This is an optimization exercise on Yosys and OpenROAD, whose aim is small area, a short achievable clock period and few clock cycles, not a production implementation.
The RTL was checked by simulation tests, not by an equivalence proof against the original design.
Power is estimated from default activity; no workload was simulated.

==> flow/design.v <==
module sce_spu (
    input  wire         clk,
    input  wire         rst,
    input  wire         req_valid,
    output wire         req_ready,
    input  wire [127:0] req_word,
    input  wire         pay_valid,
    output wire         pay_ready,
    input  wire [7:0]   pay_data,
    output wire         tx_valid,
    input  wire         tx_ready,
    output wire [7:0]   tx_data,
    output wire         wr_req,
    output wire [17:0]  wr_len,
    output wire         rd_req,
    output wire [17:0]  rd_len,
    input  wire         tp_valid,
    input  wire [1:0]   tp_err,
    input  wire [31:0]  tp_info,
    input  wire         rx_valid,
    input  wire [7:0]   rx_data,
    output wire         slp_req,
    output wire [31:0]  slp_ms,
    input  wire         wake,
    output reg          res_valid,
    output reg  [1:0]   res_kind,
    output reg  [3:0]   res_code,
    output reg          dat_valid,
    output reg  [7:0]   dat_data,
    output wire [15:0]  status,
    output wire [24:0]  pincfg,
    output wire [31:0]  sckhz,
    output wire [17:0]  cbuf_len,
    output wire [17:0]  resp_owed,
    output wire [32:0]  elapsed,
    output wire [2:0]   fault_code,
    output wire [32:0]  fault_info0,
    output wire [32:0]  fault_info1,
    output wire [2:0]   cfault_code,
    output wire [32:0]  cfault_info0,
    output wire [32:0]  cfault_info1
);
    localparam [7:0] OPC_SET_LOW = 8'h80;
    localparam [7:0] OPC_OUT     = 8'h11;
    localparam [7:0] OPC_OUT_IN  = 8'h31;
    localparam [7:0] OPC_WAIT    = 8'h8F;
    localparam [7:0] DUMMY_BYTE  = 8'hFF;
    localparam [4:0] OP_CFG_PINS    = 5'h00;
    localparam [4:0] OP_CFG_CLOCK   = 5'h01;
    localparam [4:0] OP_CS_SELECT   = 5'h02;
    localparam [4:0] OP_CS_DESELECT = 5'h03;
    localparam [4:0] OP_DATA_OUT    = 5'h04;
    localparam [4:0] OP_DATA_OUT_IN = 5'h05;
    localparam [4:0] OP_WAIT_MASK   = 5'h06;
    localparam [4:0] OP_BYTES       = 5'h07;
    localparam [4:0] OP_FLUSH       = 5'h08;
    localparam [4:0] OP_IDENTIFY    = 5'h09;
    localparam [4:0] OP_POWER_UP    = 5'h0A;
    localparam [4:0] OP_POWER_DOWN  = 5'h0B;
    localparam [4:0] OP_WRITE_EN    = 5'h0C;
    localparam [4:0] OP_BULK_ERASE  = 5'h0D;
    localparam [4:0] OP_SECTOR_ERASE= 5'h0E;
    localparam [4:0] OP_PROGRAM_PAGE= 5'h0F;
    localparam [4:0] OP_READ        = 5'h10;
    localparam [4:0] OP_WAIT_READY  = 5'h11;
    localparam [3:0] R_ILLEGAL   = 4'd1;
    localparam [3:0] R_FAULTED   = 4'd2;
    localparam [3:0] R_NOTCONF   = 4'd3;
    localparam [3:0] R_BADCONFIG = 4'd4;
    localparam [3:0] R_BADLENGTH = 4'd5;
    localparam [3:0] R_PAGECROSS = 4'd6;
    localparam [3:0] R_ADDRRANGE = 4'd7;
    localparam [3:0] R_OVERFLOW  = 4'd8;
    localparam [3:0] R_ZEROPOLL  = 4'd9;
    localparam [2:0] F_SHORTWRITE = 3'd1;
    localparam [2:0] F_DISCONN    = 3'd2;
    localparam [2:0] F_DRIVER     = 3'd3;
    localparam [2:0] F_TIMEOUT    = 3'd4;
    localparam [1:0] K_OK      = 2'd0;
    localparam [1:0] K_REFUSED = 2'd1;
    localparam [1:0] K_FAULT   = 2'd2;
    localparam [2:0] S_IDLE  = 3'd0;
    localparam [2:0] S_EMIT  = 3'd1;
    localparam [2:0] S_WR    = 3'd2;
    localparam [2:0] S_RD    = 3'd3;
    localparam [2:0] S_SLEEP = 3'd4;
    localparam [2:0] S_CHK   = 3'd5;
    localparam [4:0] P_SL0 = 5'd0,  P_SL1 = 5'd1,  P_SL2 = 5'd2;
    localparam [4:0] P_T0  = 5'd3,  P_T1  = 5'd4,  P_T2  = 5'd5;
    localparam [4:0] P_CMD = 5'd6;
    localparam [4:0] P_A2  = 5'd7,  P_A1  = 5'd8,  P_A0  = 5'd9;
    localparam [4:0] P_BODY= 5'd10;
    localparam [4:0] P_DS0 = 5'd11, P_DS1 = 5'd12, P_DS2 = 5'd13;
    localparam [4:0] P_W0  = 5'd14, P_W1  = 5'd15, P_W2  = 5'd16;
    reg [2:0] state;
    reg [3:0] rf_code;       
    reg [4:0]  r_op;
    reg        r_pace;
    reg [23:0] r_addr;
    reg [16:0] r_n;
    reg [7:0]  dir_mask, val_sel, val_desel;
    reg        pins_valid;
    reg [31:0] sck_hz;
    reg [17:0] cb_len;
    reg [17:0] r_owed;
    reg [7:0]  status_byte;
    reg        status_valid;
    reg [32:0] elapsed_ms;
    reg [2:0]  flt_code;
    reg [32:0] flt_info0, flt_info1;
    reg [2:0]  cflt_code;
    reg [32:0] cflt_info0, cflt_info1;
    reg [4:0]  ph;
    reg        seg;
    reg [17:0] cnt;
    reg [63:0] pw;
    reg [5:0]  pc_cnt;
    reg        pc_sat;
    wire [31:0] poll_ms   = pw[31:0];
    wire [31:0] budget_ms = pw[63:32];
    assign req_ready = (state == S_IDLE);
    wire [4:0]  q_op   = req_word[4:0];
    wire        q_pace = req_word[5];
    wire [1:0]  q_rsv0 = req_word[7:6];
    wire [23:0] q_addr = req_word[31:8];
    wire [16:0] q_n    = req_word[48:32];
    wire [14:0] q_rsv1 = req_word[63:49];
    wire [31:0] q_a    = req_word[95:64];
    wire [31:0] q_b    = req_word[127:96];
    reg use_addr, use_n, use_a, use_b;
    always @(*) begin
        use_addr = 1'b0; use_n = 1'b0; use_a = 1'b0; use_b = 1'b0;
        case (q_op)
            OP_CFG_PINS, OP_CFG_CLOCK: use_a = 1'b1;
            OP_DATA_OUT, OP_DATA_OUT_IN, OP_WAIT_MASK, OP_BYTES: use_n = 1'b1;
            OP_SECTOR_ERASE: use_addr = 1'b1;
            OP_PROGRAM_PAGE: begin use_addr = 1'b1; use_n = 1'b1; use_a = q_pace; end
            OP_READ: begin use_addr = 1'b1; use_n = 1'b1; end
            OP_WAIT_READY: begin use_a = 1'b1; use_b = 1'b1; end
            default: ;
        endcase
    end
    wire illegal =
        (q_op > OP_WAIT_READY) ||
        (q_rsv0 != 2'b00) || (q_rsv1 != 15'd0) ||
        (q_pace && q_op != OP_PROGRAM_PAGE) ||
        (!use_addr && q_addr != 24'd0) ||
        (!use_n && q_n != 17'd0) ||
        (!use_a && q_a != 32'd0) ||
        (!use_b && q_b != 32'd0) ||
        (q_op == OP_CFG_PINS && q_a[31:24] != 8'd0);
    wire needs_pins = (q_op == OP_CS_SELECT) || (q_op == OP_CS_DESELECT) ||
                      (q_op >= OP_IDENTIFY && q_op <= OP_WAIT_READY);
    wire [7:0] cfg_x = q_a[15:8] ^ q_a[23:16];
    wire cfg_onehot = (cfg_x != 8'd0) && ((cfg_x & (cfg_x - 8'd1)) == 8'd0);
    wire cfg_bad = !cfg_onehot || ((cfg_x & q_a[7:0]) == 8'd0);
    wire n_zero     = (q_n == 17'd0);
    wire n_bad_xfer = n_zero || (q_n[16] && q_n[15:0] != 16'd0);
    wire n_bad_page = n_zero || (q_n > 17'd256);
    wire n_bad_read = n_zero || (q_n > 17'd65532);
    wire page_cross = ({1'b0, q_addr[7:0]} + q_n[8:0]) > 9'd256;
    wire addr_range = (q_addr[23:16] == 8'hFF) &&
                      (({1'b0, q_addr[15:0]} + q_n[15:0]) > 17'h10000);
    wire [18:0] cb_n = {1'b0, cb_len} + {2'b00, q_n};
    wire [18:0] ow_n = {1'b0, r_owed} + {2'b00, q_n};
    reg overflow;
    always @(*) begin
        case (q_op)
            OP_CS_SELECT, OP_CS_DESELECT, OP_DATA_OUT, OP_WAIT_MASK:
                overflow = (cb_len > 18'd131069);
            OP_DATA_OUT_IN:
                overflow = (cb_len > 18'd131069) || (ow_n > 19'd131072);
            OP_BYTES:
                overflow = (cb_n > 19'd131072);
            OP_IDENTIFY:
                overflow = (cb_len > 18'd131059) || (r_owed > 18'd131068);
            OP_POWER_UP, OP_POWER_DOWN, OP_WRITE_EN, OP_BULK_ERASE:
                overflow = (cb_len > 18'd131062);
            OP_SECTOR_ERASE:
                overflow = (cb_len > 18'd131059);
            OP_PROGRAM_PAGE:
                overflow = q_pace ? (cb_n > 19'd131046) : (cb_n > 19'd131049);
            OP_READ:
                overflow = (cb_n > 19'd131059) || (ow_n > 19'd131068);
            OP_WAIT_READY:
                overflow = (cb_len > 18'd131061) || (r_owed > 18'd131070);
            default:
                overflow = 1'b0;
        endcase
    end
    reg [3:0] refuse;
    always @(*) begin
        refuse = 4'd0;
        if (illegal)
            refuse = R_ILLEGAL;
        else if (flt_code != 3'd0 && q_op != OP_POWER_DOWN)
            refuse = R_FAULTED;
        else if (needs_pins && !pins_valid)
            refuse = R_NOTCONF;
        else begin
            case (q_op)
                OP_CFG_PINS:  if (cfg_bad) refuse = R_BADCONFIG;
                OP_CFG_CLOCK: if (q_a == 32'd0) refuse = R_BADCONFIG;
                OP_DATA_OUT, OP_DATA_OUT_IN, OP_WAIT_MASK, OP_BYTES:
                    if (n_bad_xfer) refuse = R_BADLENGTH;
                OP_PROGRAM_PAGE:
                    if (n_bad_page) refuse = R_BADLENGTH;
                    else if (page_cross) refuse = R_PAGECROSS;
                    else if (q_pace && sck_hz == 32'd0) refuse = R_NOTCONF;
                OP_READ:
                    if (n_bad_read) refuse = R_BADLENGTH;
                    else if (addr_range) refuse = R_ADDRRANGE;
                OP_WAIT_READY:
                    if (q_a == 32'd0) refuse = R_ZEROPOLL;
                default: ;
            endcase
            if (refuse == 4'd0 && overflow)
                refuse = R_OVERFLOW;
        end
    end
    reg [4:0] q_ph0;
    always @(*) begin
        case (q_op)
            OP_CS_DESELECT: q_ph0 = P_DS0;
            OP_DATA_OUT, OP_DATA_OUT_IN, OP_WAIT_MASK: q_ph0 = P_T0;
            OP_BYTES: q_ph0 = P_BODY;
            default: q_ph0 = P_SL0;
        endcase
    end
    wire op_pp    = (r_op == OP_PROGRAM_PAGE);
    wire pp_main  = op_pp && seg;
    wire op_bytes = (r_op == OP_BYTES);
    wire t_in     = (r_op == OP_IDENTIFY) || (r_op == OP_READ) || (r_op == OP_WAIT_READY);
    wire is_prim  = (r_op == OP_DATA_OUT) || (r_op == OP_DATA_OUT_IN) || (r_op == OP_WAIT_MASK);
    wire has_addr = (r_op == OP_SECTOR_ERASE) || (r_op == OP_READ) || pp_main;
    wire body_n   = (r_op == OP_READ) || pp_main;
    wire from_pay = op_bytes || op_pp;
    wire pc_done  = (pc_cnt == 6'd0);
    wire [15:0] pc_q   = pw[24:9];
    wire [15:0] pc_cm1 = pc_q;
    reg [15:0] t_mm1_c;
    always @(*) begin
        if (is_prim)
            t_mm1_c = r_n[15:0] - 16'd1;
        else if (body_n)
            t_mm1_c = r_n[15:0] + 16'd3;
        else if (r_op == OP_IDENTIFY || r_op == OP_SECTOR_ERASE)
            t_mm1_c = 16'd3;
        else if (r_op == OP_WAIT_READY)
            t_mm1_c = 16'd1;
        else
            t_mm1_c = 16'd0;
    end
    reg [7:0] cmd_byte;
    always @(*) begin
        case (r_op)
            OP_IDENTIFY:     cmd_byte = 8'h9F;
            OP_POWER_UP:     cmd_byte = 8'hAB;
            OP_POWER_DOWN:   cmd_byte = 8'hB9;
            OP_WRITE_EN:     cmd_byte = 8'h06;
            OP_BULK_ERASE:   cmd_byte = 8'hC7;
            OP_SECTOR_ERASE: cmd_byte = 8'hD8;
            OP_PROGRAM_PAGE: cmd_byte = seg ? 8'h02 : 8'h06;
            OP_READ:         cmd_byte = 8'h03;
            default:         cmd_byte = 8'h05;
        endcase
    end
    wire op_emits = (r_op != OP_CFG_PINS) && (r_op != OP_CFG_CLOCK) && (r_op != OP_FLUSH);
    wire chk_ok   = (state == S_CHK) && (rf_code == 4'd0);
    wire emitting = (state == S_EMIT) || (chk_ok && op_emits);
    reg [7:0] nb;
    reg       in_pay, in_w0;
    assign tx_valid  = emitting && (in_pay ? pay_valid : !(in_w0 && !pc_done));
    assign tx_data   = in_pay ? pay_data : nb;
    assign pay_ready = emitting && in_pay && tx_ready;
    wire   tx_fire   = tx_valid && tx_ready;
    wire cnt_last = (cnt == 18'd1);
    reg [4:0] ph_nx;
    reg       enc_end;
    reg       seg_nx;
    reg       load_cnt;
    always @(*) begin
        ph_nx    = ph + 5'd1;
        enc_end  = 1'b0;
        seg_nx   = seg;
        load_cnt = 1'b0;
        case (ph)
            P_SL2: enc_end = (r_op == OP_CS_SELECT);
            P_T2:  enc_end = is_prim;
            P_CMD: begin
                if (has_addr)
                    ph_nx = P_A2;
                else if (r_op == OP_IDENTIFY || r_op == OP_WAIT_READY) begin
                    ph_nx = P_BODY;
                    load_cnt = 1'b1;
                end else
                    ph_nx = P_DS0;
            end
            P_A0: begin
                if (body_n) begin
                    ph_nx = P_BODY;
                    load_cnt = 1'b1;
                end else
                    ph_nx = P_DS0;
            end
            P_BODY: begin
                ph_nx   = cnt_last ? P_DS0 : P_BODY;
                enc_end = cnt_last && op_bytes;
            end
            P_DS2: begin
                if (op_pp && !seg) begin
                    ph_nx  = P_SL0;
                    seg_nx = 1'b1;
                end else if (op_pp && r_pace)
                    ph_nx = P_W0;
                else
                    enc_end = 1'b1;
            end
            P_W2: enc_end = 1'b1;
            default: ;
        endcase
    end
    reg [7:0] nb_nx;
    always @(*) begin
        case (ph_nx)
            P_SL0, P_DS0: nb_nx = OPC_SET_LOW;
            P_SL1:        nb_nx = val_sel;
            P_DS1:        nb_nx = val_desel;
            P_SL2, P_DS2: nb_nx = dir_mask;
            P_T0:         nb_nx = t_in ? OPC_OUT_IN : OPC_OUT;
            P_T1:         nb_nx = t_mm1_c[7:0];
            P_T2:         nb_nx = t_mm1_c[15:8];
            P_CMD:        nb_nx = cmd_byte;
            P_A2:         nb_nx = r_addr[23:16];
            P_A1:         nb_nx = r_addr[15:8];
            P_A0:         nb_nx = r_addr[7:0];
            P_BODY:       nb_nx = DUMMY_BYTE;
            P_W0:         nb_nx = OPC_WAIT;
            P_W1:         nb_nx = pc_cm1[7:0];
            default:      nb_nx = pc_cm1[15:8];
        endcase
    end
    wire [7:0] q_nb = (q_op == OP_DATA_OUT)    ? OPC_OUT :
                      (q_op == OP_DATA_OUT_IN) ? OPC_OUT_IN :
                      (q_op == OP_WAIT_MASK)   ? OPC_WAIT : OPC_SET_LOW;
    always @(posedge clk) begin
        if (state == S_IDLE && req_valid) begin
            nb     <= q_nb;
            in_pay <= (q_op == OP_BYTES);
            in_w0  <= 1'b0;
        end else if (emitting && tx_fire) begin
            nb     <= nb_nx;
            in_pay <= (ph_nx == P_BODY) && from_pay;
            in_w0  <= (ph_nx == P_W0);
        end else if (state == S_SLEEP) begin
            nb     <= OPC_SET_LOW;
            in_pay <= 1'b0;
            in_w0  <= 1'b0;
        end
    end
    wire [17:0] body_len = body_n ? {1'b0, r_n} :
                           (r_op == OP_IDENTIFY) ? 18'd3 : 18'd1;
    wire immediate = (r_op >= OP_FLUSH) && (r_op != OP_PROGRAM_PAGE);
    reg [16:0] rsp_len;
    always @(*) begin
        case (r_op)
            OP_DATA_OUT_IN: rsp_len = r_n;
            OP_IDENTIFY:    rsp_len = 17'd4;
            OP_READ:        rsp_len = r_n + 17'd4;
            OP_WAIT_READY:  rsp_len = 17'd2;
            default:        rsp_len = 17'd0;
        endcase
    end
    assign wr_req  = (state == S_WR);
    assign wr_len  = cb_len;
    assign rd_req  = (state == S_RD);
    assign rd_len  = r_owed;
    assign slp_req = (state == S_SLEEP);
    assign slp_ms  = poll_ms;
    wire [32:0] elapsed_next = elapsed_ms + {1'b0, poll_ms};
    reg tmo;
    always @(posedge clk)
        tmo <= (elapsed_next > {1'b0, budget_ms});
    wire rd_dat = ((r_op == OP_IDENTIFY) && (cnt[17:2] == 16'd0) && (cnt[1:0] != 2'd0)) ||
                  ((r_op == OP_READ) && (cnt <= {1'b0, r_n}));
    wire is_wr = (r_op == OP_WAIT_READY);
    wire [1:0] spu_state = (state == S_SLEEP) ? 2'd3 :
                           (state == S_RD && is_wr) ? 2'd2 :
                           ((state == S_EMIT || state == S_WR) && is_wr) ? 2'd1 : 2'd0;
    assign status       = {status_byte, spu_state, status_valid, (sck_hz != 32'd0),
                           pins_valid, (cflt_code != 3'd0), (flt_code != 3'd0),
                           (state != S_IDLE)};
    assign pincfg       = {pins_valid, val_desel, val_sel, dir_mask};
    assign sckhz        = sck_hz;
    assign cbuf_len     = cb_len;
    assign resp_owed    = r_owed;
    assign elapsed      = elapsed_ms;
    assign fault_code   = flt_code;
    assign fault_info0  = flt_info0;
    assign fault_info1  = flt_info1;
    assign cfault_code  = cflt_code;
    assign cfault_info0 = cflt_info0;
    assign cfault_info1 = cflt_info1;
    wire tp_bad  = tp_valid && (tp_err != 2'd0);
    wire f_wr    = (state == S_WR) && tp_bad;
    wire f_rd    = (state == S_RD) && tp_bad;
    wire f_slp   = (state == S_SLEEP) && wake && tmo;
    wire f_ev    = f_wr || f_rd || f_slp;
    wire f_short = f_wr && (tp_err == 2'd1);
    wire f_drv   = (f_wr || f_rd) && (tp_err == 2'd3);
    wire [2:0]  f_kind = f_slp ? F_TIMEOUT :
                         f_drv ? F_DRIVER :
                         f_short ? F_SHORTWRITE : F_DISCONN;
    wire [32:0] f_i0 = ({33{f_short}} & {1'b0, tp_info}) |
                       {32'd0, f_rd} |
                       ({33{f_slp}} & elapsed_next);
    wire [32:0] f_i1 = ({33{f_short}} & {15'd0, cb_len}) |
                       ({33{f_drv}} & {1'b0, tp_info}) |
                       ({33{f_slp}} & {1'b0, budget_ms});
    always @(posedge clk) begin
        if (rst) begin
            flt_code   <= 3'd0;
            flt_info0  <= 33'd0;
            flt_info1  <= 33'd0;
            cflt_code  <= 3'd0;
            cflt_info0 <= 33'd0;
            cflt_info1 <= 33'd0;
        end else if (f_ev) begin
            if (flt_code == 3'd0) begin
                flt_code  <= f_kind;
                flt_info0 <= f_i0;
                flt_info1 <= f_i1;
            end else if (cflt_code == 3'd0) begin
                cflt_code  <= f_kind;
                cflt_info0 <= f_i0;
                cflt_info1 <= f_i1;
            end
        end
    end
    task enter_fault;
        begin
            cb_len    <= 18'd0;
            r_owed    <= 18'd0;
            res_valid <= 1'b1;
            res_kind  <= K_FAULT;
            res_code  <= {1'b0, f_kind};
            state     <= S_IDLE;
        end
    endtask
    task finish_ok;
        begin
            res_valid <= 1'b1;
            res_kind  <= K_OK;
            res_code  <= 4'd0;
            state     <= S_IDLE;
        end
    endtask
    wire [32:0] pc_sum  = {1'b0, pw[63:32]} + (pw[0] ? {1'b0, sck_hz} : 33'd0);
    wire [14:0] pc_t    = {pw[38:25], pw[24]};
    wire        pc_ge   = (pc_t >= 15'd15625);
    wire [14:0] pc_tm   = pc_t - 15'd15625;
    wire [13:0] pc_r    = pc_ge ? pc_tm[13:0] : pc_t[13:0];
    always @(posedge clk) begin
        if (pc_cnt != 6'd0) begin
            pc_cnt <= (pc_cnt == 6'd49) ? 6'd0 : pc_cnt + 6'd1;
            if (pc_cnt <= 6'd32)
                pw <= {pc_sum, pw[31:1]};
            else if (pc_cnt == 6'd49)
                pw[24:9] <= pc_sat ? 16'hFFFF : (pc_q == 16'd0) ? 16'd0 : pc_q - 16'd1;
            else begin
                if (pc_cnt == 6'd33)
                    pc_sat <= (pw[63:39] != 25'd0) || (pw[38:25] >= 14'd15625);
                pw[38:9] <= {pc_r, pw[23:9], pc_ge};
            end
        end
        if (state == S_IDLE && req_valid) begin
            pw     <= req_word[127:64];
            pc_cnt <= (q_op == OP_PROGRAM_PAGE && q_pace) ? 6'd1 : 6'd0;
        end
        if (rst)
            pc_cnt <= 6'd0;
    end
    always @(posedge clk) begin
        if (rst) begin
            state        <= S_IDLE;
            dir_mask     <= 8'd0;
            val_sel      <= 8'd0;
            val_desel    <= 8'd0;
            pins_valid   <= 1'b0;
            sck_hz       <= 32'd0;
            cb_len       <= 18'd0;
            r_owed       <= 18'd0;
            status_byte  <= 8'd0;
            status_valid <= 1'b0;
            elapsed_ms   <= 33'd0;
            res_valid    <= 1'b0;
            res_kind     <= K_OK;
            res_code     <= 4'd0;
            dat_valid    <= 1'b0;
            dat_data     <= 8'd0;
        end else begin
            res_valid <= 1'b0;
            dat_valid <= 1'b0;
            case (state)
                S_IDLE: begin
                    if (req_valid) begin
                        r_op    <= q_op;
                        r_pace  <= q_pace;
                        r_addr  <= q_addr;
                        r_n     <= q_n;
                        ph      <= q_ph0;
                        seg     <= 1'b0;
                        cnt     <= {1'b0, q_n};
                        rf_code <= refuse;
                        state   <= S_CHK;
                    end
                end
                S_CHK: begin
                    if (rf_code != 4'd0) begin
                        res_valid <= 1'b1;
                        res_kind  <= K_REFUSED;
                        res_code  <= rf_code;
                        state     <= S_IDLE;
                    end else begin
                        case (r_op)
                            OP_CFG_PINS: begin
                                dir_mask   <= pw[7:0];
                                val_sel    <= pw[15:8];
                                val_desel  <= pw[23:16];
                                pins_valid <= 1'b1;
                                finish_ok;
                            end
                            OP_CFG_CLOCK: begin
                                sck_hz <= pw[31:0];
                                finish_ok;
                            end
                            OP_FLUSH: begin
                                if (cb_len == 18'd0)
                                    finish_ok;
                                else
                                    state <= S_WR;
                            end
                            default: begin
                                r_owed <= r_owed + {1'b0, rsp_len};
                                if (r_op == OP_WAIT_READY)
                                    elapsed_ms <= 33'd0;
                                state <= S_EMIT;
                            end
                        endcase
                    end
                end
                S_EMIT: ;
                S_WR: begin
                    cnt <= r_owed;
                    if (tp_bad)
                        enter_fault;
                    else if (tp_valid) begin
                        if (r_owed != 18'd0)
                            state <= S_RD;
                        else begin
                            cb_len <= 18'd0;
                            finish_ok;
                        end
                    end
                end
                S_RD: begin
                    if (tp_bad)
                        enter_fault;
                    else if (rx_valid) begin
                        cnt <= cnt - 18'd1;
                        if (rd_dat) begin
                            dat_valid <= 1'b1;
                            dat_data  <= rx_data;
                        end
                        if (is_wr && cnt_last) begin
                            status_byte  <= rx_data;
                            status_valid <= 1'b1;
                        end
                        if (cnt_last) begin
                            cb_len <= 18'd0;
                            r_owed <= 18'd0;
                            if (is_wr && rx_data[0])
                                state <= S_SLEEP;
                            else
                                finish_ok;
                        end
                    end
                end
                S_SLEEP: begin
                    ph  <= P_SL0;
                    if (wake) begin
                        elapsed_ms <= elapsed_next;
                        if (tmo)
                            enter_fault;
                        else begin
                            r_owed <= 18'd2;
                            state  <= S_EMIT;
                        end
                    end
                end
                default: state <= S_IDLE;
            endcase
            if (emitting && tx_fire) begin
                cb_len <= cb_len + 18'd1;
                ph     <= ph_nx;
                seg    <= seg_nx;
                if (load_cnt)
                    cnt <= body_len;
                else if (ph == P_BODY)
                    cnt <= cnt - 18'd1;
                if (enc_end) begin
                    if (immediate)
                        state <= S_WR;
                    else
                        finish_ok;
                end
            end
        end
    end
endmodule
==> flow/flow/run.sh <==
#!/bin/bash
# Layout: the standard flow (standard.sh, unchanged synthesis and steps),
# with plain sky130_fd_sc_hd__buf_1 cells as the port buffers instead of the
# default delay buffers. make's full output goes to standard.log; each ORFS
# step keeps its own log under orfs/logs/.
set -euo pipefail
cd "$(dirname "$0")/.."
export BUFFER_PORTS_ARGS="-buffer_cell sky130_fd_sc_hd__buf_1"
bash standard.sh > standard.log 2>&1
==> flow/standard.sh <==
#!/bin/bash
# synth_recipe.tcl (not shown) runs the flow's synth.tcl, then flattens the netlist and writes it again
# the make line also repeats each setting of config.mk as NAME=value (left out here)
make -C /OpenROAD-flow-scripts/flow DESIGN_CONFIG=/design/flow/config.mk WORK_HOME=/design/flow/orfs CLKGATE_MAP_FILE= SYNTH_SCRIPT=/design/flow/synth_recipe.tcl "${@:-finish}"
==> flow/config.mk <==
export PLATFORM = sky130hd
export DESIGN_NAME = sce_spu
export DESIGN_NICKNAME = sce_spu
export VERILOG_FILES = /design/flow/design.v
export SDC_FILE = /design/flow/constraint.sdc
export NUM_CORES = 4
export LEC_CHECK = 0
export CAP_MARGIN = 20
export CORE_MARGIN = 2
export CORE_UTILIZATION = 70
export PLACE_DENSITY = 0.75
export SLEW_MARGIN = 20
==> flow/constraint.sdc <==
create_clock -name core_clock -period 11.0 [get_ports {clk}]
set_input_delay 2.2000 -clock core_clock [delete_from_list [all_inputs] [get_ports {clk}]]
set_output_delay 2.2000 -clock core_clock [all_outputs]
set_load 0.01 [all_outputs]
==> results of run 1 <==
registers in the layout, summed over array words and instances, names as in the netlist, 8 cells and up:
register	flops
cb_len	18
dat_data	8
sck_hz	32
r_owed	18
cflt_info1	32
dir_mask	8
flt_info0	33
pw	64
cnt	18
val_desel	8
status_byte	8
flt_info1	32
r_n	17
r_addr	24
val_sel	8
cflt_info0	33
elapsed_ms	33
nb	8
area by class of cell:
class / count / area [sq um] / share of cell area
clock inverters: 29 / 246 / 0.00700
inverters: 137 / 514 / 0.0146
multi-input cells: 3066 / 19500 / 0.554
clock buffers: 61 / 1310 / 0.0372
well taps: 592 / 741 / 0.0210
flip-flops and latches: 447 / 10400 / 0.296
diodes: 6 / 15.0 / 0.000426
repair buffers: 607 / 2450 / 0.0697
cells in the mapped netlist (all sizes together), types with 14 or more instances:
library cell / number / area, sq um
a22oi: 91 / 683
dfxtp: 298 / 5970
nand3: 93 / 465
clkbuf: 179 / 673
and2: 53 / 332
or3: 32 / 200
xnor2: 85 / 744
xor2: 69 / 604
o22ai: 22 / 144
buf: 78 / 473
a211oi: 147 / 1110
a21o: 64 / 480
o21ai: 215 / 1080
nand4: 56 / 357
nand2b: 36 / 225
a21oi: 309 / 1550
a31oi: 40 / 256
o211ai: 26 / 200
o21bai: 17 / 128
nand2: 411 / 1550
nor2: 443 / 1670
mux2i: 28 / 280
ha: 202 / 2530
a311oi: 14 / 123
a222oi: 39 / 390
nor4: 88 / 569
o31ai: 25 / 201
a2111oi: 16 / 141
inv: 134 / 503
o21a: 20 / 150
nor3: 122 / 636
and3: 31 / 196
edfxtp: 149 / 4470
nor2b: 28 / 175
or2: 14 / 87.6
critical path, cell delays in order (launching register included):
cell and delay, ns:
edfxtp_1 0.70, nor3b_2 0.48, nand2_1 0.41, o32ai_1 0.88
buf_1 0.24
metrics by stage:
| step | util | std cells | cell area [sq um] |
|---|---|---|---|
| after floorplan | - | 3907 | 31500 |
| after global placement | 0.759 | 4849 | 33600 |
| after detailed placement | 0.759 | 4849 | 33600 |
| after CTS | 0.794 | 4939 | 35200 |
| after global routing | 0.795 | 4940 | 35200 |
| final | 0.795 | 4945 | 35200 |
power breakdown:
| group | internal [mW] | leakage, nW | total (mW) | switching, mW |
|---|---|---|---|---|
| sequential | 1.87 | 3.84 | 2.17 | 0.307 |
| clock | 0.879 | 0.757 | 1.65 | 0.770 |
| combinational | 0.518 | 8.48 | 1.52 | 1.00 |
| total | 3.26 | 13.1 | 5.34 | 2.08 |
worst min-delay path by stage:
stage                       startpoint      endpoint  depth (start not counted)
after global routing       dat_data[0]   dat_data[0]                          2
final                      dat_data[6]   dat_data[6]                          2
after CTS                  dat_data[0]   dat_data[0]                          2
after floorplan           status_valid  status_valid                          2
after detailed placement   dat_data[0]   dat_data[0]                          2
after global placement     dat_data[1]   dat_data[1]                          2
metal layers:
layer  GRT usage  wire length (microns)  vias to the layer above
li1            -                      -                    15300
met1       0.661                  43400                    16300
met2       0.821                  56400                     3646
met3       0.186                  21800                     1152
met4       0.540                  16800                       14
met5           0                     96                        -
kinds of logic after synthesis:
| family | share of synthesized area |
|---|---|
| other cells | 0.000119 |
| flops | 0.331 |
| compound gates | 0.253 |
| simple gates | 0.223 |
| xor+xnor | 0.0428 |
| mux | 0.0132 |
| fa+ha+maj | 0.0842 |
| buf+inv | 0.0526 |
==> notes.md, run 1 <==
- Status: complete, no violations
- Endpoints failing setup: 0
- Final worst slack: 5.46 ns
- CP startpoint kind: flip-flop
- Final WL: 138 mm
- Cell variety after synth: approximately 110
- Post-Place Setup Slack: 5.05 ns
- DRT Pass-1 Iters: 12
- Slew at the pin closest to its max-slew limit: between 1 and 1.5 ns
- Worst min-delay path category: reg -> reg
- PwrDens: 152 nW/um^2
- Nets: 4,701
- Total I/O pin count: roughly 560
- Clk latency of the worst-skew pair: about 0.65 ns
- Reg-to-Reg End: tmo
- Die area: about 47,000 sq um
- Core Rows: between 70 and 80
- R2R Setup Slk: around 5.7 ns
- Fin. Hold Viols: 0
- Fill cell count: around 3,000
- Max_slew headroom: 0.186
- Mean post-synth cell area: just over 8 sq um
- Register area share after synthesis: 0.331
- Leakage: ~13 nW
- Largest net degree at the start of global routing: 98
- CP startpoint: r_op[2]
- CTS tree: built
- Most common library cell in the layout ignoring fill and taps: buf_1
- Final hold slack: ~0.46 ns
- Worst r2r src: pw[1]
- H-tree depth: 2
- Worst Setup EP: status[6]
- Most frequent cells in the layout: 560 x buf_1, 440 x nor2_1, 408 x nand2_1, 307 x a21oi_1, 298 x dfxtp_1
- # port buffers: roughly 560
- Reg2Reg Depth: 19
- Die height: ~220 microns
- Worst Path Required: just under 9 ns
- WP data arrival: about 3.3 ns
- Starting Density: 0.712
- RSZ-0062 raised after global routing: no
- First-pass GRT wire length: ~200 mm
- Peak VDD IR: between 0.15 and 0.2 mV
- Die Width: about 220 microns
- Final period util: 0.504
- Max Slew Vio Count: 0
- DRT iter0 DRCs: about 7,200
- Kind of critical path: reg -> out
- HPWL Detailed: just under 100 mm
- Vias in the first global route: 33,500
- Post-route setup TNS: 0 ns
- Cts-stage hold buffer count: 0
- Max Cap Viol: 0
- Initial antenna violation count: 8
- Wire per inst: 28.0 microns
- Core box area: between 40,000 and 50,000 sq um
- CTS root buf: clkbuf_16
- CTS clock-pin slew for the worst setup and hold paths: ~0.070 ns
- DR DRC count: 0
- Worst-path maximum fanout: 24
- Area delta synth->final: 11.7%
- Vias per inst: between 7 and 8
- Syn Inst Count: ~3,900
- Routed Antenna Nets: 0
- All-Layer GR Usage: 0.568
- Global-route congestion overflow total: 0
- Max Fclk: roughly 180 MHz
- Final Power: between 5 and 6 mW
- CTS buffer count: 48
- Layout Skew: around 0.031 ns
- Clock sink count: 447
- Ys async rst share: 0
- CTS Buffer Depth: 3
- FF+latch count, synth: approximately 450
- Setup bufs post-CTS: 0
- Minimum clock period after layout: ~5.5 ns
- Mapped Area: 31,500 sq um
- Yosys warns: 1
- Crit. End Element: output pin
- Post-cts resize count: 0
- Share of cells above drive strength 1: 0.0465
- Ys flop type: dfxtp_1
- Vias: 36,400
- Gp weighted congestion: between 1 and 1.5
- Post-synth EDFFs: roughly 150
Testbench counts, summed over its fixed seeds: cycles 57,189.
==> run 2: changes to the inputs <==
--- a/flow/design.v
+++ b/flow/design.v
@@ -81,8 +81,12 @@
     localparam [1:0] K_FAULT   = 2'd2;
-    localparam [2:0] S_IDLE  = 3'd0;
-    localparam [2:0] S_EMIT  = 3'd1;
-    localparam [2:0] S_WR    = 3'd2;
-    localparam [2:0] S_RD    = 3'd3;
-    localparam [2:0] S_SLEEP = 3'd4;
-    localparam [2:0] S_CHK   = 3'd5;
+    localparam B_IDLE = 0, B_CHK = 1, B_GO = 2, B_EMIT = 3, B_WR = 4, B_RD = 5,
+               B_SLEEP = 6, B_SLP0 = 7;
+    localparam [7:0] S_IDLE  = 8'd1 << B_IDLE;
+    localparam [7:0] S_CHK   = 8'd1 << B_CHK;
+    localparam [7:0] S_GO    = 8'd1 << B_GO;
+    localparam [7:0] S_EMIT  = 8'd1 << B_EMIT;
+    localparam [7:0] S_WR    = 8'd1 << B_WR;
+    localparam [7:0] S_RD    = 8'd1 << B_RD;
+    localparam [7:0] S_SLEEP = 8'd1 << B_SLEEP;
+    localparam [7:0] S_SLP0  = 8'd1 << B_SLP0;
     localparam [4:0] P_SL0 = 5'd0,  P_SL1 = 5'd1,  P_SL2 = 5'd2;
@@ -94,4 +98,10 @@
     localparam [4:0] P_W0  = 5'd14, P_W1  = 5'd15, P_W2  = 5'd16;
-    reg [2:0] state;
+    reg [7:0] state;
     reg [3:0] rf_code;       
+    reg       rf_ok;         
+    reg       r_is_wr;       
+    reg       r_emits;       
+    reg       r_rsp_n;       
+    reg [2:0] r_rsp_k;       
+    reg       owe_k;         
     reg [4:0]  r_op;
@@ -103,2 +113,3 @@
     reg [31:0] sck_hz;
+    reg        sck_nz;       
     reg [17:0] cb_len;
@@ -120,3 +131,3 @@
     wire [31:0] budget_ms = pw[63:32];
-    assign req_ready = (state == S_IDLE);
+    assign req_ready = state[B_IDLE];
     wire [4:0]  q_op   = req_word[4:0];
@@ -129,2 +140,8 @@
     wire [31:0] q_b    = req_word[127:96];
+    wire [4:0]  c_op   = r_op;
+    wire        c_pace = r_pace;
+    wire [23:0] c_addr = r_addr;
+    wire [16:0] c_n    = r_n;
+    wire [31:0] c_a    = pw[31:0];
+    wire [31:0] c_b    = pw[63:32];
     reg use_addr, use_n, use_a, use_b;
@@ -142,3 +159,3 @@
     end
-    wire illegal =
+    wire q_illegal =
         (q_op > OP_WAIT_READY) ||
@@ -151,19 +168,27 @@
         (q_op == OP_CFG_PINS && q_a[31:24] != 8'd0);
-    wire needs_pins = (q_op == OP_CS_SELECT) || (q_op == OP_CS_DESELECT) ||
-                      (q_op >= OP_IDENTIFY && q_op <= OP_WAIT_READY);
-    wire [7:0] cfg_x = q_a[15:8] ^ q_a[23:16];
-    wire cfg_onehot = (cfg_x != 8'd0) && ((cfg_x & (cfg_x - 8'd1)) == 8'd0);
-    wire cfg_bad = !cfg_onehot || ((cfg_x & q_a[7:0]) == 8'd0);
-    wire n_zero     = (q_n == 17'd0);
-    wire n_bad_xfer = n_zero || (q_n[16] && q_n[15:0] != 16'd0);
-    wire n_bad_page = n_zero || (q_n > 17'd256);
-    wire n_bad_read = n_zero || (q_n > 17'd65532);
-    wire page_cross = ({1'b0, q_addr[7:0]} + q_n[8:0]) > 9'd256;
-    wire addr_range = (q_addr[23:16] == 8'hFF) &&
-                      (({1'b0, q_addr[15:0]} + q_n[15:0]) > 17'h10000);
-    wire [18:0] cb_n = {1'b0, cb_len} + {2'b00, q_n};
-    wire [18:0] ow_n = {1'b0, r_owed} + {2'b00, q_n};
+    wire [7:0] q_cfg_x = q_a[15:8] ^ q_a[23:16];
+    wire q_cfg_onehot  = (q_cfg_x != 8'd0) && ((q_cfg_x & (q_cfg_x - 8'd1)) == 8'd0);
+    wire q_cfg_bad     = !q_cfg_onehot || ((q_cfg_x & q_a[7:0]) == 8'd0);
+    wire q_n_zero      = (q_n == 17'd0);
+    reg illegal, cfg_bad, a_zero, n_bad_xfer, n_bad_page, n_bad_read;
+    always @(posedge clk) begin
+        if (state[B_IDLE] && req_valid) begin
+            illegal    <= q_illegal;
+            cfg_bad    <= q_cfg_bad;
+            a_zero     <= (q_a == 32'd0);
+            n_bad_xfer <= q_n_zero || (q_n[16] && q_n[15:0] != 16'd0);
+            n_bad_page <= q_n_zero || (q_n > 17'd256);
+            n_bad_read <= q_n_zero || (q_n > 17'd65532);
+        end
+    end
+    wire needs_pins = (c_op == OP_CS_SELECT) || (c_op == OP_CS_DESELECT) ||
+                      (c_op >= OP_IDENTIFY && c_op <= OP_WAIT_READY);
+    wire page_cross = ({1'b0, c_addr[7:0]} + c_n[8:0]) > 9'd256;
+    wire addr_range = (c_addr[23:16] == 8'hFF) &&
+                      (({1'b0, c_addr[15:0]} + c_n[15:0]) > 17'h10000);
+    wire [18:0] cb_n = {1'b0, cb_len} + {2'b00, c_n};
+    wire [18:0] ow_n = {1'b0, r_owed} + {2'b00, c_n};
     reg overflow;
     always @(*) begin
-        case (q_op)
+        case (c_op)
             OP_CS_SELECT, OP_CS_DESELECT, OP_DATA_OUT, OP_WAIT_MASK:
@@ -181,3 +206,3 @@
             OP_PROGRAM_PAGE:
-                overflow = q_pace ? (cb_n > 19'd131046) : (cb_n > 19'd131049);
+                overflow = c_pace ? (cb_n > 19'd131046) : (cb_n > 19'd131049);
             OP_READ:
@@ -195,3 +220,3 @@
             refuse = R_ILLEGAL;
-        else if (flt_code != 3'd0 && q_op != OP_POWER_DOWN)
+        else if (flt_code != 3'd0 && c_op != OP_POWER_DOWN)
             refuse = R_FAULTED;
@@ -200,5 +225,5 @@
         else begin
-            case (q_op)
+            case (c_op)
                 OP_CFG_PINS:  if (cfg_bad) refuse = R_BADCONFIG;
-                OP_CFG_CLOCK: if (q_a == 32'd0) refuse = R_BADCONFIG;
+                OP_CFG_CLOCK: if (a_zero) refuse = R_BADCONFIG;
                 OP_DATA_OUT, OP_DATA_OUT_IN, OP_WAIT_MASK, OP_BYTES:
@@ -208,3 +233,3 @@
                     else if (page_cross) refuse = R_PAGECROSS;
-                    else if (q_pace && sck_hz == 32'd0) refuse = R_NOTCONF;
+                    else if (c_pace && !sck_nz) refuse = R_NOTCONF;
                 OP_READ:
@@ -213,3 +238,3 @@
                 OP_WAIT_READY:
-                    if (q_a == 32'd0) refuse = R_ZEROPOLL;
+                    if (a_zero) refuse = R_ZEROPOLL;
                 default: ;
@@ -220,9 +245,9 @@
     end
-    reg [4:0] q_ph0;
+    reg [4:0] q_ph1;
     always @(*) begin
         case (q_op)
-            OP_CS_DESELECT: q_ph0 = P_DS0;
-            OP_DATA_OUT, OP_DATA_OUT_IN, OP_WAIT_MASK: q_ph0 = P_T0;
-            OP_BYTES: q_ph0 = P_BODY;
-            default: q_ph0 = P_SL0;
+            OP_CS_DESELECT: q_ph1 = P_DS1;
+            OP_DATA_OUT, OP_DATA_OUT_IN, OP_WAIT_MASK: q_ph1 = P_T1;
+            OP_BYTES: q_ph1 = P_BODY;
+            default: q_ph1 = P_SL1;
         endcase
@@ -268,10 +293,15 @@
     wire op_emits = (r_op != OP_CFG_PINS) && (r_op != OP_CFG_CLOCK) && (r_op != OP_FLUSH);
-    wire chk_ok   = (state == S_CHK) && (rf_code == 4'd0);
-    wire emitting = (state == S_EMIT) || (chk_ok && op_emits);
-    reg [7:0] nb;
-    reg       in_pay, in_w0;
-    assign tx_valid  = emitting && (in_pay ? pay_valid : !(in_w0 && !pc_done));
-    assign tx_data   = in_pay ? pay_data : nb;
-    assign pay_ready = emitting && in_pay && tx_ready;
+    reg       o_valid, s_valid, pr, gdone;
+    reg [7:0] o_data, s_data;
+    wire emitting = state[B_EMIT] || (state[B_GO] && rf_ok && r_emits);
+    assign tx_valid  = o_valid && emitting;
+    assign tx_data   = o_data;
+    assign pay_ready = pr;
     wire   tx_fire   = tx_valid && tx_ready;
+    wire   o_free    = !o_valid || tx_fire;
+    wire   pay_in    = pr && pay_valid;
+    wire   g_pay     = (ph == P_BODY) && from_pay;
+    wire   g_wait    = (ph == P_W0) && !pc_done;
+    wire   g_int     = emitting && !gdone && !g_pay && !g_wait && !s_valid && o_free;
+    wire   g_adv     = g_int || pay_in;
     wire cnt_last = (cnt == 18'd1);
@@ -324,3 +354,3 @@
     always @(*) begin
-        case (ph_nx)
+        case (ph)
             P_SL0, P_DS0: nb_nx = OPC_SET_LOW;
@@ -345,17 +375,6 @@
                       (q_op == OP_WAIT_MASK)   ? OPC_WAIT : OPC_SET_LOW;
-    always @(posedge clk) begin
-        if (state == S_IDLE && req_valid) begin
-            nb     <= q_nb;
-            in_pay <= (q_op == OP_BYTES);
-            in_w0  <= 1'b0;
-        end else if (emitting && tx_fire) begin
-            nb     <= nb_nx;
-            in_pay <= (ph_nx == P_BODY) && from_pay;
-            in_w0  <= (ph_nx == P_W0);
-        end else if (state == S_SLEEP) begin
-            nb     <= OPC_SET_LOW;
-            in_pay <= 1'b0;
-            in_w0  <= 1'b0;
-        end
-    end
+    wire o_valid_nx = s_valid || pay_in || g_int || (o_valid && !tx_fire);
+    wire s_valid_nx = s_valid ? !o_free : (pay_in && !o_free);
+    wire in_pay_nx  = g_adv ? ((ph_nx == P_BODY) && from_pay) : g_pay;
+    wire drained    = gdone && !s_valid && (tx_fire || !o_valid);
     wire [17:0] body_len = body_n ? {1'b0, r_n} :
@@ -363,17 +382,8 @@
     wire immediate = (r_op >= OP_FLUSH) && (r_op != OP_PROGRAM_PAGE);
-    reg [16:0] rsp_len;
-    always @(*) begin
-        case (r_op)
-            OP_DATA_OUT_IN: rsp_len = r_n;
-            OP_IDENTIFY:    rsp_len = 17'd4;
-            OP_READ:        rsp_len = r_n + 17'd4;
-            OP_WAIT_READY:  rsp_len = 17'd2;
-            default:        rsp_len = 17'd0;
-        endcase
-    end
-    assign wr_req  = (state == S_WR);
+    wire [16:0] ow_add = (r_rsp_n && !owe_k) ? r_n : {14'd0, r_rsp_k};
+    assign wr_req  = state[B_WR];
     assign wr_len  = cb_len;
-    assign rd_req  = (state == S_RD);
+    assign rd_req  = state[B_RD];
     assign rd_len  = r_owed;
-    assign slp_req = (state == S_SLEEP);
+    assign slp_req = state[B_SLEEP];
     assign slp_ms  = poll_ms;
@@ -382,12 +392,12 @@
     always @(posedge clk)
-        tmo <= (elapsed_next > {1'b0, budget_ms});
+        tmo <= (elapsed_ms > {1'b0, budget_ms});
     wire rd_dat = ((r_op == OP_IDENTIFY) && (cnt[17:2] == 16'd0) && (cnt[1:0] != 2'd0)) ||
                   ((r_op == OP_READ) && (cnt <= {1'b0, r_n}));
-    wire is_wr = (r_op == OP_WAIT_READY);
-    wire [1:0] spu_state = (state == S_SLEEP) ? 2'd3 :
-                           (state == S_RD && is_wr) ? 2'd2 :
-                           ((state == S_EMIT || state == S_WR) && is_wr) ? 2'd1 : 2'd0;
-    assign status       = {status_byte, spu_state, status_valid, (sck_hz != 32'd0),
+    wire is_wr = r_is_wr;
+    wire sleeping = state[B_SLEEP] || state[B_SLP0];
+    wire [1:0] spu_state = {sleeping || (state[B_RD] && is_wr),
+                            sleeping || ((state[B_EMIT] || state[B_WR]) && is_wr)};
+    assign status       = {status_byte, spu_state, status_valid, sck_nz,
                            pins_valid, (cflt_code != 3'd0), (flt_code != 3'd0),
-                           (state != S_IDLE)};
+                           !state[B_IDLE]};
     assign pincfg       = {pins_valid, val_desel, val_sel, dir_mask};
@@ -404,5 +414,5 @@
     wire tp_bad  = tp_valid && (tp_err != 2'd0);
-    wire f_wr    = (state == S_WR) && tp_bad;
-    wire f_rd    = (state == S_RD) && tp_bad;
-    wire f_slp   = (state == S_SLEEP) && wake && tmo;
+    wire f_wr    = state[B_WR] && tp_bad;
+    wire f_rd    = state[B_RD] && tp_bad;
+    wire f_slp   = state[B_SLEEP] && wake && tmo;
     wire f_ev    = f_wr || f_rd || f_slp;
@@ -415,3 +425,3 @@
                        {32'd0, f_rd} |
-                       ({33{f_slp}} & elapsed_next);
+                       ({33{f_slp}} & elapsed_ms);
     wire [32:0] f_i1 = ({33{f_short}} & {15'd0, cb_len}) |
@@ -475,6 +485,8 @@
         end
-        if (state == S_IDLE && req_valid) begin
+        if (state[B_IDLE] && req_valid) begin
             pw     <= req_word[127:64];
-            pc_cnt <= (q_op == OP_PROGRAM_PAGE && q_pace) ? 6'd1 : 6'd0;
+            pc_cnt <= 6'd0;
         end
+        if (state[B_CHK])
+            pc_cnt <= (r_op == OP_PROGRAM_PAGE && r_pace) ? 6'd1 : 6'd0;
         if (rst)
@@ -485,2 +497,7 @@
             state        <= S_IDLE;
+            o_valid      <= 1'b0;
+            s_valid      <= 1'b0;
+            pr           <= 1'b0;
+            gdone        <= 1'b0;
+            owe_k        <= 1'b0;
             dir_mask     <= 8'd0;
@@ -490,2 +507,3 @@
             sck_hz       <= 32'd0;
+            sck_nz       <= 1'b0;
             cb_len       <= 18'd0;
@@ -503,4 +521,4 @@
             dat_valid <= 1'b0;
-            case (state)
-                S_IDLE: begin
+            case (1'b1)
+                state[B_IDLE]: begin
                     if (req_valid) begin
@@ -510,6 +528,16 @@
                         r_n     <= q_n;
-                        ph      <= q_ph0;
+                        r_is_wr <= (q_op == OP_WAIT_READY);
+                        r_rsp_n <= (q_op == OP_DATA_OUT_IN) || (q_op == OP_READ);
+                        r_rsp_k <= (q_op == OP_IDENTIFY || q_op == OP_READ) ? 3'd4 :
+                                   (q_op == OP_WAIT_READY) ? 3'd2 : 3'd0;
+                        owe_k   <= 1'b0;
+                        r_emits <= (q_op != OP_CFG_PINS) && (q_op != OP_CFG_CLOCK) &&
+                                   (q_op != OP_FLUSH);
+                        ph      <= q_ph1;
                         seg     <= 1'b0;
+                        gdone   <= 1'b0;
+                        o_data  <= q_nb;
+                        o_valid <= (q_op != OP_BYTES);
+                        s_valid <= 1'b0;
                         cnt     <= {1'b0, q_n};
-                        rf_code <= refuse;
                         state   <= S_CHK;
@@ -517,3 +545,8 @@
                 end
-                S_CHK: begin
+                state[B_CHK]: begin
+                    rf_code <= refuse;
+                    rf_ok   <= (refuse == 4'd0);
+                    state   <= S_GO;
+                end
+                state[B_GO]: begin
                     if (rf_code != 4'd0) begin
@@ -534,2 +567,3 @@
                                 sck_hz <= pw[31:0];
+                                sck_nz <= 1'b1;     
                                 finish_ok;
@@ -543,3 +577,4 @@
                             default: begin
-                                r_owed <= r_owed + {1'b0, rsp_len};
+                                r_owed <= r_owed + {1'b0, ow_add};
+                                owe_k  <= r_rsp_n && (r_rsp_k != 3'd0);
                                 if (r_op == OP_WAIT_READY)
@@ -551,4 +586,4 @@
                 end
-                S_EMIT: ;
-                S_WR: begin
+                state[B_EMIT]: ;
+                state[B_WR]: begin
                     cnt <= r_owed;
@@ -565,3 +600,3 @@
                 end
-                S_RD: begin
+                state[B_RD]: begin
                     if (tp_bad)
@@ -581,4 +616,6 @@
                             r_owed <= 18'd0;
-                            if (is_wr && rx_data[0])
-                                state <= S_SLEEP;
+                            if (is_wr && rx_data[0]) begin
+                                elapsed_ms <= elapsed_next;
+                                state      <= S_SLP0;
+                            end
                             else
@@ -588,6 +625,8 @@
                 end
-                S_SLEEP: begin
-                    ph  <= P_SL0;
+                state[B_SLEEP]: begin
+                    ph      <= P_SL1;
+                    gdone   <= 1'b0;
+                    o_data  <= OPC_SET_LOW;
+                    o_valid <= 1'b1;
                     if (wake) begin
-                        elapsed_ms <= elapsed_next;
                         if (tmo)
@@ -600,13 +639,43 @@
                 end
+                state[B_SLP0]: state <= S_SLEEP;
                 default: state <= S_IDLE;
             endcase
-            if (emitting && tx_fire) begin
-                cb_len <= cb_len + 18'd1;
-                ph     <= ph_nx;
-                seg    <= seg_nx;
-                if (load_cnt)
-                    cnt <= body_len;
-                else if (ph == P_BODY)
-                    cnt <= cnt - 18'd1;
-                if (enc_end) begin
+            if (owe_k) begin
+                r_owed <= r_owed + {1'b0, ow_add};
+                owe_k  <= 1'b0;
+            end
+            pr <= 1'b0;
+            if (emitting) begin
+                if (tx_fire)
+                    cb_len <= cb_len + 18'd1;
+                if (s_valid) begin
+                    if (o_free) begin
+                        o_data  <= s_data;
+                        s_valid <= 1'b0;
+                    end
+                end else if (pay_in) begin
+                    if (o_free) begin
+                        o_data  <= pay_data;
+                        o_valid <= 1'b1;
+                    end else begin
+                        s_data  <= pay_data;
+                        s_valid <= 1'b1;
+                    end
+                end else if (g_int) begin
+                    o_data  <= nb_nx;
+                    o_valid <= 1'b1;
+                end else if (tx_fire)
+                    o_valid <= 1'b0;
+                if (g_adv) begin
+                    ph  <= ph_nx;
+                    seg <= seg_nx;
+                    if (load_cnt)
+                        cnt <= body_len;
+                    else if (ph == P_BODY)
+                        cnt <= cnt - 18'd1;
+                    if (enc_end)
+                        gdone <= 1'b1;
+                end
+                pr <= in_pay_nx && !s_valid_nx && !drained;
+                if (drained) begin
                     if (immediate)
==> flow/flow/run.sh (replaced) <==
#!/bin/bash
# Layout: the standard flow (standard.sh: unchanged synthesis and ORFS
# steps) with two layout choices passed to ORFS through its own variables:
#  - plain sky130_fd_sc_hd__buf_1 cells as the port buffers (every port still
#    gets one) instead of the default delay buffers;
#  - repair_timing aims for 7 ns of setup slack (SETUP_SLACK_MARGIN), so the
#    resizer keeps working on the longest paths after they meet 11 ns.
# make's full output goes to standard.log; each ORFS step keeps its own log
# under orfs/logs/.
set -euo pipefail
cd "$(dirname "$0")/.."
export BUFFER_PORTS_ARGS="-buffer_cell sky130_fd_sc_hd__buf_1"
export SETUP_SLACK_MARGIN=7.0
bash standard.sh > standard.log 2>&1
--- a/flow/config.mk
+++ b/flow/config.mk
@@ -10,2 +10,4 @@
 export CORE_UTILIZATION = 70
+export CTS_CLUSTER_DIAMETER = 100
+export CTS_CLUSTER_SIZE = 20
 export PLACE_DENSITY = 0.75
==> notes.md, run 2 <==
- DRT iter0 DRCs: a little under 7,000
- Endpoints failing setup: 0
- Share of cells above drive strength 1: 0.0538
- Placed cell areas: about 35,000 sq um
- Status: complete, no violations
- Core box area: 46,400 sq um
- Ys flop type: dfxtp_1
- Fill cell count: between 3,000 and 4,000
- Mapped Area: 32,800 sq um
- Max Fclk: ~250 MHz
- Cts-stage hold buffer count: 0
- Yosys warns: 1
- Fin. Hold Viols: 0
- Initial antenna violation count: 16
- Vias per inst: slightly above 7
- Slew at the pin closest to its max-slew limit: roughly 1.1 ns
- PwrDens: roughly 100 nW/um^2
- Starting Density: 0.707
- Psw: between 1 and 1.5 mW
- Worst-path maximum fanout: 33
- DR DRC count: 0
- Leakage: roughly 13 nW
- RSZ-0062 raised after global routing: yes
- DRT Pass-1 Iters: 10
- CTS buffer count: 28
- Syn Inst Count: approximately 4,000
- Final WL: 132 mm
- Peak VDD IR: around 0.15 mV
- WP data arrival: ~1.8 ns
- First-pass GRT wire length: approximately 190 mm
- Top cells by count, synth: 451 x nor2_1, 408 x nand2_1, 308 x dfxtp_1, 305 x a21oi_1, 231 x o21ai_0
- Ys async rst share: 0
- Total I/O pin count: about 560
- # port buffers: about 560
- Sequential standard cell area: roughly 11,000 sq um
- Kind of critical path: reg -> out
- Max reg flops: 64
- Crit. End Element: output pin
- Minimum clock period after layout: 4.03 ns
- Routed Antenna Nets: 0
- P_int: 2.62 mW
- CTS Buffer Depth: 3
- HPWL Detailed: between 90 and 100 mm
- Final period util: 0.366
- Die height: around 220 microns
- Max Cap Viol: 0
- All-Layer GR Usage: 0.513
- Top-count cell post-synth: nor2_1
- Die Width: between 200 and 250 microns
- Largest Register: pw
- Area delta synth->final: 10.8%
- Register area share after synthesis: 0.342
- Wire per inst: roughly 26 microns
- CTS clock-pin slew for the worst setup and hold paths: approximately 0.10 ns
- H-tree depth: 1
- Share of the synthesized area in the top cell type: 0.188
- FF+latch count, synth: 476
- CTS root buf: clkbuf_16
- Synth area leader: dfxtp_1
- Nets: ~4,800
- Worst Path Required: between 8 and 9 ns
- Worst r2r src: r_n[0]
- CP startpoint kind: flip-flop
- Final Util: 0.783
- Combinational share of power: 0.163
- Post-synth EDFFs: 168
- Clk pwr share: 0.303
- Clock sink count: between 400 and 500
- Vias: between 30,000 and 40,000
- Hold_sp: status_byte[6]
- Most common library cell in the layout ignoring fill and taps: buf_1
- Power share of the sequential group: 0.534
- Core Rows: 79
- Vias in the first global route: around 32,000
- Mean post-synth cell area: 8.12 sq um
- CP startpoint: state[0]
- Post-route setup TNS: 0 ns
- Cell variety after synth: just under 90
- Gp weighted congestion: approximately 1.1
- Largest net degree at the start of global routing: between 100 and 150
- Net Sw Frac: 0.306
- CTS tree: built
- Die area: slightly below 50,000 sq um
- Max_slew headroom: 0.261
- Worst min-delay path category: reg -> reg
- Fin area: 36,300 sq um
- Top cells by area, synth: dfxtp_1 19%, edfxtp_1 15%, ha_1 7.6%
- Multi-input logic area: approximately 20,000 sq um
- Global-route congestion overflow total: 0
- Layout Skew: roughly 0.030 ns
- Most frequent cells in the layout: 557 x buf_1, 446 x nor2_1, 402 x nand2_1, 303 x a21oi_1, 298 x dfxtp_1
- Clk latency of the worst-skew pair: between 0.6 and 0.7 ns
- Max Slew Vio Count: 0
run 2: cell types whose count changed in the layout (fill, tap and decap cells not counted), moves of 11 or more:
cell | before | now
a221oi_1 | 12 | 28
clkbuf_16 | 48 | 32
a222oi_1 | 39 | 23
diode_2 | 6 | 20
o221ai_1 | 2 | 13
nor4_1 | 85 | 73
buf_4 | 46 | 79
a211oi_1 | 146 | 165
and2_1 | 50 | 65
edfxtp_1 | 149 | 168
inv_1 | 132 | 118
o21ai_0 | 204 | 225
nor3_1 | 113 | 102
run 2: worst paths after layout:
kind / to / slack, ns / depth (start not counted)
setup / recovery: status[0] / 6.97 / 3
hold / removal: status_byte[6] / 0.45 / 2
setup reg to reg: rf_code[3] / 7.07 / 13
hold reg to reg: status_byte[6] / 0.45 / 2
run 2: worst max-delay path: stages (launching register included):
cell	delay, ns
dfxtp_1	0.44
buf_6	0.36
clkinvlp_4	0.24
buf_1	0.18
run 2: through the flow:
step	hold slack (ns)	power, mW	cells	setup slack, ns
CTS	0.454	3.69	5018	6.98
detailed placement	0.443	2.60	4961	5.66
global placement	0.438	2.58	4961	5.80
floorplan	0.442	2.37	4039	7.01
global route	0.474	3.85	5064	6.98
finish	0.453	3.77	5072	6.97
run 2: cells by family after synthesis:
family,Yosys count,share of synthesized area
other,1,0.000114
adders and majority gates,207,0.0803
DFF,476,0.342
buffers and inverters,410,0.0528
and+or+nand+nor,1506,0.219
AOI/OAI and AO/OA,1236,0.249
muxes,44,0.0140
xor gates and xnor gates,158,0.0422
run 2: layout make-up:
cell class,instances,area share
multi-input cells,3153,0.554
repair buffers,650,0.0788
clock inverters,2,0.000517
diodes,20,0.00138
inverters,123,0.0129
clock buffers,41,0.0224
flip-flops and latches,476,0.309
well taps,607,0.0209
run 2: power by group through the flow:
stage	Sequential (mW)	Combinational (mW)	Clock, mW
floorplan	1.96	0.407	0
CTS	2.00	0.571	1.12
global placement	2.04	0.542	0
global route	2.01	0.659	1.18
detailed placement	2.04	0.556	0
finish	2.01	0.614	1.14
run 2: per-layer routing:
metal	up-vias	wire [microns]	global-route usage
li1	15800	-	-
met1	16600	45200	0.665
met2	3246	52200	0.719
met3	751	22600	0.173
met4	4	11500	0.353
met5	-	65	0.0101
run 2: repair_timing:
| action | 4_1_cts | 5_1_grt |
|---|---|---|
| pin swaps | 2 | 8 |
| gates resized for setup | 37 | 54 |
| setup buffers | 14 | 33 |
| gates cloned | 0 | 1 |
| endpoints found under the setup margin | 231 | 140 |
Testbench counts of run 2, summed over its fixed seeds: cycles 57,501.
==> run 3: changes to the inputs <==
--- a/flow/design.v
+++ b/flow/design.v
@@ -265,8 +265,7 @@
     wire [15:0] pc_cm1 = pc_q;
+    wire [15:0] t_n = r_n[15:0] + (is_prim ? 16'hFFFF : 16'd3);
     reg [15:0] t_mm1_c;
     always @(*) begin
-        if (is_prim)
-            t_mm1_c = r_n[15:0] - 16'd1;
-        else if (body_n)
-            t_mm1_c = r_n[15:0] + 16'd3;
+        if (is_prim || body_n)
+            t_mm1_c = t_n;
         else if (r_op == OP_IDENTIFY || r_op == OP_SECTOR_ERASE)
--- a/flow/flow/run.sh
+++ b/flow/flow/run.sh
@@ -5,3 +5,3 @@
 #    gets one) instead of the default delay buffers;
-#  - repair_timing aims for 7 ns of setup slack (SETUP_SLACK_MARGIN), so the
+#  - repair_timing aims for 7.25 ns of setup slack (SETUP_SLACK_MARGIN), so the
 #    resizer keeps working on the longest paths after they meet 11 ns.
@@ -12,3 +12,3 @@
 export BUFFER_PORTS_ARGS="-buffer_cell sky130_fd_sc_hd__buf_1"
-export SETUP_SLACK_MARGIN=7.0
+export SETUP_SLACK_MARGIN=7.25
 bash standard.sh > standard.log 2>&1
==> notes.md, run 3 <==
- Status: complete, no violations
- Worst-path maximum fanout: 6
- Crit path max-delay family: simple AND/OR/NAND/NOR gates
- FF+latch count, synth: around 480
- Biggest cell delay along the critical path: just under 0.6 ns
- Layout Skew: roughly 0.037 ns
- CTS tree: built
- Global-route congestion overflow total: 0
- Clock sink count: about 480
- WP data arrival: around 4.5 ns
- DRT Pass-1 Iters: 11
- First-pass GRT wire length: 198 mm
- Max_slew headroom: 0.186
- Gp weighted congestion: 1.04
- Nets: 4,926
- Top cells by area, synth: dfxtp_1 19%, edfxtp_1 15%, ha_1 8.2%
- Reg2Reg Depth: 11
- DR DRC count: 0
- Total I/O pin count: 564
- CP startpoint kind: flip-flop
- Vias in the first global route: 32,800
- R2R Setup Slk: 7.00 ns
- Max Cap Viol: 0
- Crit. End Element: flip-flop
- Met2 Usage GRT: 0.757
- RSZ-0062 raised after global routing: yes
- Worst r2r src: r_n[10]
- Worst Path Required: around 11 ns
- Final hold slack: around 0.46 ns
- Wire per inst: 27.2 microns
- All-Layer GR Usage: 0.538
- Leakage: ~14 nW
- Mapped Area: 32,700 sq um
- Met3 usage: 0.212
- Top-count cell post-synth: nor2_1
- Final std cells w/o fill: roughly 5,200
- Most Crowded Layer GR: met2
- Initial antenna violation count: 13
- Reg-to-Reg End: rf_ok
- HPWL Detailed: a little under 100 mm
- Slowest-stage cell, CP: edfxtp_1
- CTS Buffer Depth: 3
- Vias: between 30,000 and 40,000
- Ys async rst share: 0
- Max Slew Vio Count: 0
- Post-route setup TNS: 0 ns
- CTS buffer count: 28
- Worst min-delay path category: reg -> reg
- Share of the synthesized area in the top cell type: 0.189
- Crit path cell chain: ha_2 -> and3_1 -> nand2_1 -> or3_4 -> a211oi_4 -> mux2i_1 -> or4_4 -> a311o_1 -> a211oi_4 -> nand2_1 -> nor3_2
- Syn Inst Count: 4,044
- Placed insts: roughly 5,000
- Max reg flops: 64
- Most common library cell in the layout ignoring fill and taps: buf_1
- Mean post-synth cell area: just over 8 sq um
- Most frequent cells in the layout: 548 x buf_1, 463 x nor2_1, 427 x nand2_1, 334 x a21oi_1, 278 x dfxtp_1
- Die Width: roughly 220 microns
- Cell variety after synth: 92
- Die area: approximately 48,000 sq um
- Core Rows: about 80
- Post-synth EDFFs: 168
- Synth area leader: dfxtp_1
- Hold endpoint: status_byte[3]
- Starting Density: 0.705
- Buf+Inv Stages, Crit Path: 0
- Global routing usage on met1: 0.679
- H-tree depth: 1
- Clk latency of the worst-skew pair: between 0.6 and 0.7 ns
- Final WL: roughly 140 mm
- Endpoints failing setup: 0
- CTS clock-pin slew for the worst setup and hold paths: approximately 0.10 ns
- CTS root buf: clkbuf_16
- PwrDens: ~100 nW/um^2
- Max Fclk: roughly 250 MHz
- Kind of critical path: reg -> reg
- Register area share after synthesis: 0.343
- Share of cells above drive strength 1: 0.101
- Routed Antenna Nets: 0
- Hold path cells: 2
- Final period util: 0.364
- Largest Register: pw
- Final Power: 3.80 mW
- Peak VDD IR: 0.179 mV
- DRT iter0 DRCs: 7,002
- # port buffers: roughly 560
- Hold_sp: status_byte[3]
- Yosys warns: 1
- Die height: between 200 and 250 microns
- Top cells by count, synth: 475 x nor2_1, 435 x nand2_1, 361 x a21oi_1, 308 x dfxtp_1, 217 x clkbuf_1
- Minimum clock period after layout: ~4.0 ns
- Slew at the pin closest to its max-slew limit: around 1.2 ns
- Area delta synth->final: 16.0%
- Largest net degree at the start of global routing: 219
- Fin. Hold Viols: 0
- Vias per inst: approximately 7.3
- Core box area: around 46,000 sq um
- Ys flop type: dfxtp_1
==> run 3: worst max-delay path by stage <==
stage                         start   endpoint  slack (ns)  cells past startpoint
after detailed placement  req_valid  o_data[7]        5.72                     12
final                       r_n[10]      rf_ok        7.00                     11
after CTS                   r_op[4]  o_data[7]        7.13                     15
after global placement    req_valid  o_data[4]        5.80                     13
after floorplan           pay_valid  o_data[5]        7.11                     11
after global routing         r_n[0]      rf_ok        6.98                     15
==> run 3: stage by stage <==
stage	area, sq um	utilization	setup slack [ns]
2_1_floorplan	33000	-	7.11
3_3_place_gp	34900	0.753	5.80
3_5_place_dp	34900	0.753	5.72
4_1_cts	36900	0.795	7.13
5_1_grt	37900	0.817	6.98
6_report	37900	0.817	7.00
==> run 3: report_power, final <==
group | total [mW] | switching, mW | internal [mW]
Combinational | 0.698 | 0.448 | 0.250
Sequential | 1.99 | 0.109 | 1.88
Clock | 1.12 | 0.638 | 0.479
Total | 3.80 | 1.19 | 2.61
==> run 3: routing by layer <==
metal | share of wire | vias up
met5 | 0.0011 | -
met4 | 0.090 | 12
met3 | 0.19 | 958
met2 | 0.39 | 3703
met1 | 0.33 | 16900
li1 | - | 15900
==> run 3: tightest hold or removal path: cells and delay by family (launching register included) <==
family | cells | cell delay, ns
and+or+nand+nor | 1 | 0.05
DFF | 1 | 0.31
AOI/OAI and AO/OA | 1 | 0.05
==> run 3: cell type report <==
cell class | instances | area, sq um
multi-input cells | 3175 | 20900
flip-flops and latches | 476 | 11300
fillers | 3025 | 8460
repair buffers | 722 | 3730
well taps | 607 | 759
clock buffers | 41 | 749
inverters | 118 | 449
clock inverters | 3 | 43.8
diodes | 8 | 20.0
==> run 3: what timing repair did <==
item	CTS	global route
cloned	7	3
buffers inserted	58	45
resized for setup	134	144
endpoints found under the setup margin	329	99
hold buffers	0	0
pin swaps	25	55
==> run 3: cells by family (layout without fill, tap and decap cells) <==
logic type / after synthesis / count (layout) / share of synthesized area
AO/OA/AOI/OAI: 1267 / 1268 / 0.254
XOR/XNOR: 156 / 156 / 0.0418
adder cells (fa/ha/maj): 220 / 220 / 0.0856
buffers and inverters: 397 / 884 / 0.0509
flip-flops: 476 / 476 / 0.343
multiplexers: 38 / 38 / 0.0119
other: 1 / 10 / 0.000115
AND/OR/NAND/NOR: 1489 / 1491 / 0.213
Testbench counts of run 3, summed over its fixed seeds: cycles 57,501.

==> separate check: timing with driven ports <==
Ports are ideal in the flow. The routed layouts listed here were re-timed in OpenROAD. Step 1 sets driving cells, clkbuf_16 on the clock port and buf_2 on the other inputs (assumed; they add their load-dependent delay and slew). Step 2 also shifts input and output timing later by t, the mid clock arrival at the registers, as if the neighbouring blocks saw the same clock. Three values: ideal ports, drivers, drivers and shift; two values: the first two.
| run | t (ns) | setup slack, ns | clock arrival spread, ns | worst data-port slew with drivers (ns) |
|---|---|---|---|---|
| run 1 | 0.693 | 5.456 / 5.394 / 4.907 | 0.032 / 0.032 | 0.15 |
| run 2 | 0.677 | 6.970 / 6.905 / 6.438 | 0.034 / 0.033 | 0.17 |
| run 3 | 0.684 | 6.999 / 6.999 / 6.494 | 0.038 / 0.039 | 0.14 |
After both steps every run listed still meets setup and hold. For run 1, which loses most, drivers alone change the setup slack by -0.062 ns; drivers and shift together by -0.549 ns.
